Context: an optimization exercise on an open-source flow, tuned for small area. The choices shown serve that exercise and are no tape-out recipe.
RTL that was checked went through simulation tests only; none was proved equivalent to the original.
Power figures rest on the tool's default switching activity, not on a simulated workload.

// inv16_core
module inv16_core (
    input  wire         clk,
    input  wire         rst,           
    input  wire         start,
    input  wire [15:0]  nsteps,
    output wire         busy,
    input  wire         hw_we,
    input  wire [4:0]   hw_sel,
    input  wire [15:0]  hw_data,
    output wire [255:0] regs,
    output wire [15:0]  pc_o,
    output wire         dir_o,
    output wire [1:0]   err_o,
    output wire         halted_o,
    output wire         brk_o,
    output wire         mem_req,
    output wire         mem_we,
    output wire [15:0]  mem_addr,
    output wire [15:0]  mem_wdata,
    input  wire         mem_ack,
    input  wire [15:0]  mem_rdata
);
    reg [15:0] x [0:15];
    reg [15:0] pc, steps, ir, P, Q;
    reg        dir, halted, brk_hit, m, ph;
    reg [1:0]  err;
    reg [3:0]  st, cnt;
    genvar gi;
    wire [255:0] xflat;
    generate
        for (gi = 0; gi < 16; gi = gi + 1) begin : g_regs
            assign xflat[16*gi +: 16] = x[gi];
        end
    endgenerate
    assign regs      = xflat;
    assign busy      = (st != 4'd0);
    assign pc_o      = pc;
    assign dir_o     = dir;
    assign err_o     = err;
    assign halted_o  = halted;
    assign brk_o     = brk_hit;
    assign mem_addr  = Q;
    assign mem_wdata = P;
    wire [3:0] op = ir[7:4];
    wire [3:0] fa = ir[3:0];
    wire [3:0] fb = ir[15:12];
    wire [3:0] fc = ir[11:8];
    wire        rx, rpc, rsteps, rns, rhw, rrd, rimm;
    wire [1:0]  rf, wf, asel;
    wire        xp, xq, xi, bm1, bmq, binv, cin, qen, qld;
    wire [2:0]  kv;
    wire        wx, wpc, wsteps, ldir, lerr, sbrk, cbrk, shalt, mset;
    wire [1:0]  errv;
    wire [3:0]  nst;
    wire        wz, sbit, qbit, cout, pk1, sen;
    wire [15:0] R, W;
    wire [16:0] SUM;
    inv16_ctl u_ctl (
  ...
Size: roughly 1400 cells after synthesis, ~350 flip-flops, about 17000 µm² of cells after synthesis.
==> flow/config.mk <==
export PLATFORM = sky130hd
export DESIGN_NAME = inv16_core
export DESIGN_NICKNAME = inv16_core
export VERILOG_FILES = /design/flow/design.v
export SDC_FILE = /design/flow/constraint.sdc
export NUM_CORES = 4
export LEC_CHECK = 0
export CAP_MARGIN = 20
export CORE_MARGIN = 2
export CORE_UTILIZATION = 40
export SLEW_MARGIN = 20
==> flow/constraint.sdc <==
create_clock -name core_clock -period 11.0 [get_ports {clk}]
set_input_delay 2.2000 -clock core_clock [delete_from_list [all_inputs] [get_ports {clk}]]
set_output_delay 2.2000 -clock core_clock [all_outputs]
set_load 0.01 [all_outputs]
standard.sh (not shown) runs the stock make flow with config.mk's settings and CLKGATE_MAP_FILE= SYNTH_SCRIPT=/design/flow/synth_recipe.tcl, a recipe that flattens the netlist after the stock synthesis.
==> flow/flow/run.sh <==
#!/bin/bash
# Layout: the standard flow (standard.sh) unchanged, except that the
# buffer put on every input and output port is the platform's smallest
# buffer cell instead of the one buffer_ports picks by default, and that
# clock tree synthesis adds no dummy loads.
set -euo pipefail
export BUFFER_PORTS_ARGS="-buffer_cell sky130_fd_sc_hd__buf_1"
export CTS_ARGS="-sink_clustering_enable -repair_clock_nets -dont_use_dummy_load -sink_clustering_size 25 -sink_clustering_max_diameter 80"
bash standard.sh > standard.log 2>&1
Rerun with:
--- a/flow/flow/run.sh
+++ b/flow/flow/run.sh
@@ -7,3 +7,3 @@
 export BUFFER_PORTS_ARGS="-buffer_cell sky130_fd_sc_hd__buf_1"
-export CTS_ARGS="-sink_clustering_enable -repair_clock_nets -dont_use_dummy_load -sink_clustering_size 25 -sink_clustering_max_diameter 80"
+export CTS_ARGS="-sink_clustering_enable -repair_clock_nets -dont_use_dummy_load -sink_clustering_size 16 -sink_clustering_max_diameter 60 -buf_list sky130_fd_sc_hd__clkbuf_8"
 bash standard.sh > standard.log 2>&1
CORE_UTILIZATION = 60   (was 40)
SYNTH_HIERARCHICAL = 1   (was not set)
SYNTH_MINIMUM_KEEP_SIZE = 0   (was not set)
Result: Setup slack is worse by 26 ps; sequential share of layout area goes up by 2.4 points; flip-flop and latch count is unchanged; clock skew climbs by 13 ps; sequential power went up slightly; synthesized cell count goes down by a few percent; critical path depth grows by 1.
Rerun with:
--- a/flow/flow/run.sh
+++ b/flow/flow/run.sh
@@ -7,3 +7,3 @@
 export BUFFER_PORTS_ARGS="-buffer_cell sky130_fd_sc_hd__buf_1"
-export CTS_ARGS="-sink_clustering_enable -repair_clock_nets -dont_use_dummy_load -sink_clustering_size 16 -sink_clustering_max_diameter 60 -buf_list sky130_fd_sc_hd__clkbuf_8"
+export CTS_ARGS="-sink_clustering_enable -repair_clock_nets -dont_use_dummy_load"
 bash standard.sh > standard.log 2>&1
CORE_UTILIZATION = 40   (was 60)
SYNTH_HIERARCHICAL = not set   (was 1)
SYNTH_MINIMUM_KEEP_SIZE = not set   (was 0)
Worst hold slack gets worse by 45 ps. Core utilization came out lower by 20 points. Register-to-register slack hardly moves. Global-route usage came out lower by 8.5 points. Routed wire length came out higher by 20%. Worst setup slack gets better by 9.3 ps.

inv16_core, a different RTL version from the one above (not shown whole).
Size in the first run: roughly 1,500 cells after synthesis, about 350 flip-flops, ~370 I/O pins.
Design inv16_core, start of the top module:
module inv16_core (
    input  wire         clk,
    input  wire         rst,           
    input  wire         start,
    input  wire [15:0]  nsteps,
    output wire         busy,
    input  wire         hw_we,
    input  wire [4:0]   hw_sel,
    input  wire [15:0]  hw_data,
    output wire [255:0] regs,
    output wire [15:0]  pc_o,
    output wire         dir_o,
    output wire [1:0]   err_o,
    output wire         halted_o,
    output wire         brk_o,
    output wire         mem_req,
    output wire         mem_we,
    output wire [15:0]  mem_addr,
    output wire [15:0]  mem_wdata,
    input  wire         mem_ack,
    input  wire [15:0]  mem_rdata
);
Settings: LEC_CHECK=0, CAP_MARGIN=20, CORE_MARGIN=2, CORE_UTILIZATION=40, GPL_TIMING_DRIVEN=0, SLEW_MARGIN=20; clock period 11.0 ns.
run.sh (not shown) runs the stock make flow with config.mk's settings and CLKGATE_MAP_FILE= SYNTH_SCRIPT=/design/flow/synth_recipe.tcl, a recipe that flattens the netlist after the stock synthesis.
Stock flow here: none of the scripts above is used.
The first run completed, yet does not pass: negative setup slack.
Change:
--- a/flow/config.mk
+++ b/flow/config.mk
@@ -11 +10,0 @@
-export GPL_TIMING_DRIVEN = 0
=> With this change the flow went through all stages and came out clean. Setup slack gains 310 ps. Register-to-register slack gains 310 ps. Cell count rose by a few percent. Global-route usage rose by 1.4 points. Non-clock buffer count rose by 69. Clock skew rose by 9.4 ps. Design area rose slightly. Die area does not change. Sequential share of layout area fell by 0.38 points. First-iteration DRC count rose by a little under a tenth. Synthesized area stays the same.
Change:
--- a/flow/config.mk
+++ b/flow/config.mk
@@ -11,0 +12,2 @@
+export SYNTH_HIERARCHICAL = 1
+export SYNTH_MINIMUM_KEEP_SIZE = 0
With this change the flow produced a layout that fails on negative setup slack.
Total power is higher by a little under a tenth.
Clock skew came out lower by 16 ps.
Synthesized area goes down by a few percent.
Cell area hardly moves.
Utilization grows by 2.4 points.
Sequential power barely changes.
Global-route usage shrinks by 3.6 points.
Non-clock buffer count climbs by 120.
No run of this note included a check of the RTL's function; only the layout flow was run.

inv16_core with an RTL version that a note above also has.
Size in the first run: ~1400 cells after synthesis, roughly 350 flip-flops.
==> flow/config.mk <==
export PLATFORM = sky130hd
export DESIGN_NAME = inv16_core
export DESIGN_NICKNAME = inv16_core
export VERILOG_FILES = /design/flow/design.v
export SDC_FILE = /design/flow/constraint.sdc
export NUM_CORES = 4
export LEC_CHECK = 0
export CAP_MARGIN = 20
export CORE_MARGIN = 2
export CORE_UTILIZATION = 40
export SLEW_MARGIN = 20
==> flow/constraint.sdc <==
create_clock -name core_clock -period 11.0 [get_ports {clk}]
set_input_delay 2.2000 -clock core_clock [delete_from_list [all_inputs] [get_ports {clk}]]
set_output_delay 2.2000 -clock core_clock [all_outputs]
set_load 0.01 [all_outputs]
standard.sh (not shown) runs the stock make flow with config.mk's settings and CLKGATE_MAP_FILE= SYNTH_SCRIPT=/design/flow/synth_recipe.tcl, a recipe that flattens the netlist after the stock synthesis.
==> flow/flow/run.sh <==
#!/bin/bash
# Layout: the standard flow (standard.sh) unchanged, except that the
# buffer put on every input and output port is the platform's smallest
# buffer cell instead of the one buffer_ports picks by default, and that
# clock tree synthesis adds no dummy loads.
set -euo pipefail
export BUFFER_PORTS_ARGS="-buffer_cell sky130_fd_sc_hd__buf_1"
export CTS_ARGS="-sink_clustering_enable -repair_clock_nets -dont_use_dummy_load -sink_clustering_size 30 -sink_clustering_max_diameter 100"
bash standard.sh > standard.log 2>&1
The baseline passed the timing, DRC and antenna checks.
==> next run, changes <==
--- a/flow/flow/run.sh
+++ b/flow/flow/run.sh
@@ -8 +8 @@
-export CTS_ARGS="-sink_clustering_enable -repair_clock_nets -dont_use_dummy_load -sink_clustering_size 30 -sink_clustering_max_diameter 100"
+export CTS_ARGS="-sink_clustering_enable -repair_clock_nets -dont_use_dummy_load -sink_clustering_size 20 -sink_clustering_max_diameter 70 -buf_list sky130_fd_sc_hd__clkbuf_8"
- CORE_UTILIZATION: 40 -> 60
- SYNTH_HIERARCHICAL: unset -> 1
- SYNTH_MINIMUM_KEEP_SIZE: unset -> 0
The new run went through all stages and came out clean.
Combinational power is lower by about 12%.
Routed wire length is lower by about 16%.
Critical path depth is higher by 1.
Count of clock-buffer cells in the layout is higher by 6.
Cell area is lower by 4.3%.
Setup slack is worse by 0.16 ns.
==> next run, changes <==
==> flow/flow/run.sh (replaced) <==
#!/bin/bash
# Layout: the standard flow (standard.sh) unchanged, except that the
# buffer put on every input and output port is the platform's smallest
# buffer cell instead of the one buffer_ports picks by default.
set -euo pipefail
export BUFFER_PORTS_ARGS="-buffer_cell sky130_fd_sc_hd__buf_1"
bash standard.sh > standard.log 2>&1
- CORE_UTILIZATION: 60 -> 40
- SYNTH_HIERARCHICAL: 1 -> unset
- SYNTH_MINIMUM_KEEP_SIZE: 0 -> unset
=>
- design area rose by 8.1%
- synthesized area is higher by 1.2%
- via count climbs by 5.5%
- final cell count goes up by 14%
- hold slack got worse by 0.048 ns
- synthesized cell count climbs by 2.7%
==> next run, changes <==
--- a/flow/flow/run.sh
+++ b/flow/flow/run.sh
@@ -4 +4,2 @@
-# buffer cell instead of the one buffer_ports picks by default.
+# buffer cell instead of the one buffer_ports picks by default, and that
+# clock tree synthesis adds no dummy loads.
@@ -6,0 +8 @@
+export CTS_ARGS="-sink_clustering_enable -repair_clock_nets -dont_use_dummy_load -sink_clustering_size 25 -sink_clustering_max_diameter 80"
- CORE_UTILIZATION: 40 -> 60
- SYNTH_HIERARCHICAL: unset -> 1
- SYNTH_MINIMUM_KEEP_SIZE: unset -> 0
Effect: Via count shrinks by 5.6%; area after synthesis shrinks by 1.2%; non-clock buffer count shrinks by 12; cell area shrinks by 6.7%; clock-buffer cell count shrinks by 32; worst setup slack got worse by 0.095 ns; total power shrinks by 13%; maximum frequency shrinks by 0.92%; clock power shrinks by 40%; synthesized cell count shrinks by 2.7%.

== build 8 ==
Starting RTL as in the previous note.
Settings: LEC_CHECK=0, CAP_MARGIN=20, CORE_MARGIN=2, CORE_UTILIZATION=40, SLEW_MARGIN=20, SYNTH_HIERARCHICAL=1, SYNTH_MINIMUM_KEEP_SIZE=0; clock period 11.0 ns.
==> flow/flow/run.sh <==
#!/bin/bash
# Layout: the standard flow (standard.sh) unchanged, except that the
# buffer put on every input and output port is the platform's smallest
# buffer cell instead of the one buffer_ports picks by default, and that
# clock tree synthesis adds no dummy loads.
set -euo pipefail
export BUFFER_PORTS_ARGS="-buffer_cell sky130_fd_sc_hd__buf_1"
export CTS_ARGS="-sink_clustering_enable -repair_clock_nets -dont_use_dummy_load -sink_clustering_size 25 -sink_clustering_max_diameter 80"
bash standard.sh > standard.log 2>&1
Input changes introduced in build 77 (baseline for comparison: build 8):
- SYNTH_MINIMUM_KEEP_SIZE removed (was 0)
- GPL_TIMING_DRIVEN newly set to 0
- SYNTH_HIERARCHICAL removed (was 1)
==> flow/flow/run.sh <==
#!/bin/bash
# Layout: the standard flow (standard.sh) unchanged, except that the
# buffer put on every input and output port is the platform's smallest
# buffer cell instead of the one buffer_ports picks by default.
set -euo pipefail
export BUFFER_PORTS_ARGS="-buffer_cell sky130_fd_sc_hd__buf_1"
bash standard.sh > standard.log 2>&1
[summary]
Worst setup path startpoint: st[3]$_SDFF_PP0_ -> build 8, ir[6]$_DFFE_PP_ -> build 77
Lower finished layout cell area among build 8 and build 77: build 8
Build 77 completed end to end with timing, DRC and antenna clean.
Build 8 closes out successfully: all stages finished, all timing, DRC and antenna checks passed.
Changes observed in build 77 relative to build 8: final worst slack shrank by 0.71 ns; clock period minus worst slack increased by 0.71 ns relative to the old numbers; width of the die up about 0.6%; H-tree depth reported by CTS saw an increase.
The part of the total power dissipated in combinational logic of build 77 and that of build 8 are within noise of each other.
On proportion of final cell area spent on non-clock buffers, the higher figure sits with build 77, not build 8.
Of build 8 and build 77, the lower clock network area share belongs to build 8.
Relative to build 77, the following input files were edited for build 78:
- GPL_TIMING_DRIVEN no longer set, was 0
- SYNTH_MINIMUM_KEEP_SIZE now 0, previously not set
- SYNTH_HIERARCHICAL now 1, previously not set
==> flow/flow/run.sh <==
#!/bin/bash
# Layout: the standard flow (standard.sh) unchanged, except that the
# buffer put on every input and output port is the platform's smallest
# buffer cell instead of the one buffer_ports picks by default, and that
# clock tree synthesis adds no dummy loads.
set -euo pipefail
export BUFFER_PORTS_ARGS="-buffer_cell sky130_fd_sc_hd__buf_1"
export CTS_ARGS="-sink_clustering_enable -repair_clock_nets -dont_use_dummy_load -sink_clustering_size 16 -sink_clustering_max_diameter 60 -buf_list sky130_fd_sc_hd__clkbuf_8"
bash standard.sh > standard.log 2>&1
Findings:
- Build 78: all stages complete, timing, DRC and antenna checks passed
- Build 77 finished all stages; the layout is clean.
- When build 78 is measured against build 77, its utilization turns out 3.5 points lower.
- Lower via count of the routed design among build 77 and build 78: build 78
- Portion of the clock cycle consumed by the worst path in the final layout for build 78 is lower than for build 77.
- NOTE: number of global-route vias before repair in build 78 falls short of that of build 77
- Post-synthesis xor/xnor area fraction (lower): build 77

inv16_core, a different RTL version from the one above (not shown whole).
Size: roughly 1400 cells after synthesis, ~370 flip-flops, ~370 I/O pins.
clock: 11.0 ns
lec_check: 0
cap_margin: 20
core_margin: 2
core_utilization: 40
slew_margin: 20
==> flow/flow/run.sh <==
#!/bin/bash
# Layout: the standard flow (standard.sh) unchanged, except that the
# buffer put on every input and output port is the platform's smallest
# buffer cell instead of the one buffer_ports picks by default.
set -euo pipefail
export BUFFER_PORTS_ARGS="-buffer_cell sky130_fd_sc_hd__buf_1"
bash standard.sh > standard.log 2>&1
Next try:
CAP_MARGIN = 0   (was 20)
SLEW_MARGIN = 0   (was 20)
Sequential share of layout area hardly moves.
Core utilization shrinks by 0.11 points.
Total power barely changes.
Via count shrinks by 1.1%.
Non-clock buffer count shrinks by 7.
Design area hardly moves.
Wire length shrinks by 0.56%.
Area after synthesis is unchanged.
Combinational power hardly moves.
Sequential power stays flat.
Maximum frequency stays flat.
Function was not checked in any run of this note: the RTL went through the layout flow alone.

inv16_core, a different RTL version from the one above (not shown whole).
For scale: roughly 1400 cells after synthesis, ~370 I/O pins, ~0.017 mm2 of cells after synthesis.
==> flow/config.mk <==
export PLATFORM = sky130hd
export DESIGN_NAME = inv16_core
export DESIGN_NICKNAME = inv16_core
export VERILOG_FILES = /design/flow/design.v
export SDC_FILE = /design/flow/constraint.sdc
export NUM_CORES = 4
export LEC_CHECK = 0
export CAP_MARGIN = 20
export CORE_MARGIN = 2
export CORE_UTILIZATION = 60
export SLEW_MARGIN = 20
export SYNTH_HIERARCHICAL = 1
export SYNTH_MINIMUM_KEEP_SIZE = 0
==> flow/constraint.sdc <==
create_clock -name core_clock -period 11.0 [get_ports {clk}]
set_input_delay 2.2000 -clock core_clock [delete_from_list [all_inputs] [get_ports {clk}]]
set_output_delay 2.2000 -clock core_clock [all_outputs]
set_load 0.01 [all_outputs]
==> flow/flow/run.sh <==
#!/bin/bash
# Layout: the standard flow (standard.sh) unchanged, except that the
# buffer put on every input and output port is the platform's smallest
# buffer cell instead of the one buffer_ports picks by default, and that
# clock tree synthesis adds no dummy loads.
set -euo pipefail
export BUFFER_PORTS_ARGS="-buffer_cell sky130_fd_sc_hd__buf_1"
export CTS_ARGS="-sink_clustering_enable -repair_clock_nets -dont_use_dummy_load -sink_clustering_size 10 -sink_clustering_max_diameter 40 -buf_list sky130_fd_sc_hd__clkbuf_4"
bash standard.sh > standard.log 2>&1
Next try:
--- a/flow/flow/run.sh
+++ b/flow/flow/run.sh
@@ -6,4 +6,4 @@
 set -euo pipefail
 export BUFFER_PORTS_ARGS="-buffer_cell sky130_fd_sc_hd__buf_1"
-export CTS_ARGS="-sink_clustering_enable -repair_clock_nets -dont_use_dummy_load -sink_clustering_size 10 -sink_clustering_max_diameter 40 -buf_list sky130_fd_sc_hd__clkbuf_4"
+export CTS_ARGS="-sink_clustering_enable -repair_clock_nets -dont_use_dummy_load -sink_clustering_size 16 -sink_clustering_max_diameter 60 -buf_list sky130_fd_sc_hd__clkbuf_8"
 bash standard.sh > standard.log 2>&1
Core utilization rose by 0.12 points.
Clock skew shrinks by 0.071 ns.
Synthesized cell count stays the same.
Combinational power stays flat.
Critical path depth shrinks by 3.
Count of clock-buffer cells in the layout came out lower by 20.
Power is about the same.
Maximum frequency decreases slightly.
Routed wire length went down slightly.

[afterwards: timing with drivers on the ports]
Ports are ideal in the flow. The routed layouts listed here were re-timed in OpenROAD. Step 1, drivers: a clkbuf_16 drives clk and a buf_2 each remaining input, both assumed. Step 2 adds t to the input delays and takes it off the output delays; t is the mean of the earliest and latest rising clock arrival at the registers after step 1. Input paths then give back, and output paths get back, about the clock's delay inside the block. a / b / c = ideal / step 1 / step 2; a / b = the first two.
| run | t (ns) | slack for setup (ns) | worst setup path at the end |
|---|---|---|---|
| the first run of note 1 | 0.609 | 0.844 / 0.844 / 0.844 | register to register |
| the second run of note 1 | 0.648 | 0.818 / 0.818 / 0.818 | register to register |
| the third run of note 1 | 0.594 | 0.827 / 0.827 / 0.827 | register to register |
| the first run of note 2 | 0.621 | -0.015 / -0.015 / -0.524 | input to register |
| the second run of note 2 | 0.636 | 0.292 / 0.299 / -0.309 | input to register |
| the third run of note 2 | 0.623 | -0.446 / -0.438 / -1.042 | input to register |
| the first run of note 3 | 0.585 | 0.889 / 0.889 / 0.889 | register to register |
| the second run of note 3 | 0.635 | 0.734 / 0.734 / 0.734 | register to register |
| the third run of note 3 | 0.617 | 0.825 / 0.825 / 0.825 | register to register |
| the fourth run of note 3 | 0.561 | 0.730 / 0.730 / 0.730 | register to register |
| build 8 | 0.609 | 1.112 / 1.112 / 1.112 | register to register |
| build 77 | 0.621 | 0.404 / 0.404 / 0.404 | register to register |
| build 78 | 0.699 | 1.111 / 1.111 / 1.111 | register to register |
| the first run of note 5 | 0.625 | 0.283 / 0.283 / -0.202 | input to register |
| the second run of note 5 | 0.635 | 0.307 / 0.307 / -0.175 | input to register |
| the first run of note 6 | 0.754 | 1.269 / 1.269 / 1.234 | input to register |
| the second run of note 6 | 0.649 | 1.190 / 1.190 / 1.190 | register to register |
With both steps, setup timing fails in the second run of note 2, the first run of note 5 and the second run of note 5, where it was met with ideal ports. The setup slack of the second run of note 2, which loses most, moves by +0.007 ns with the drivers and by -0.601 ns with both steps.
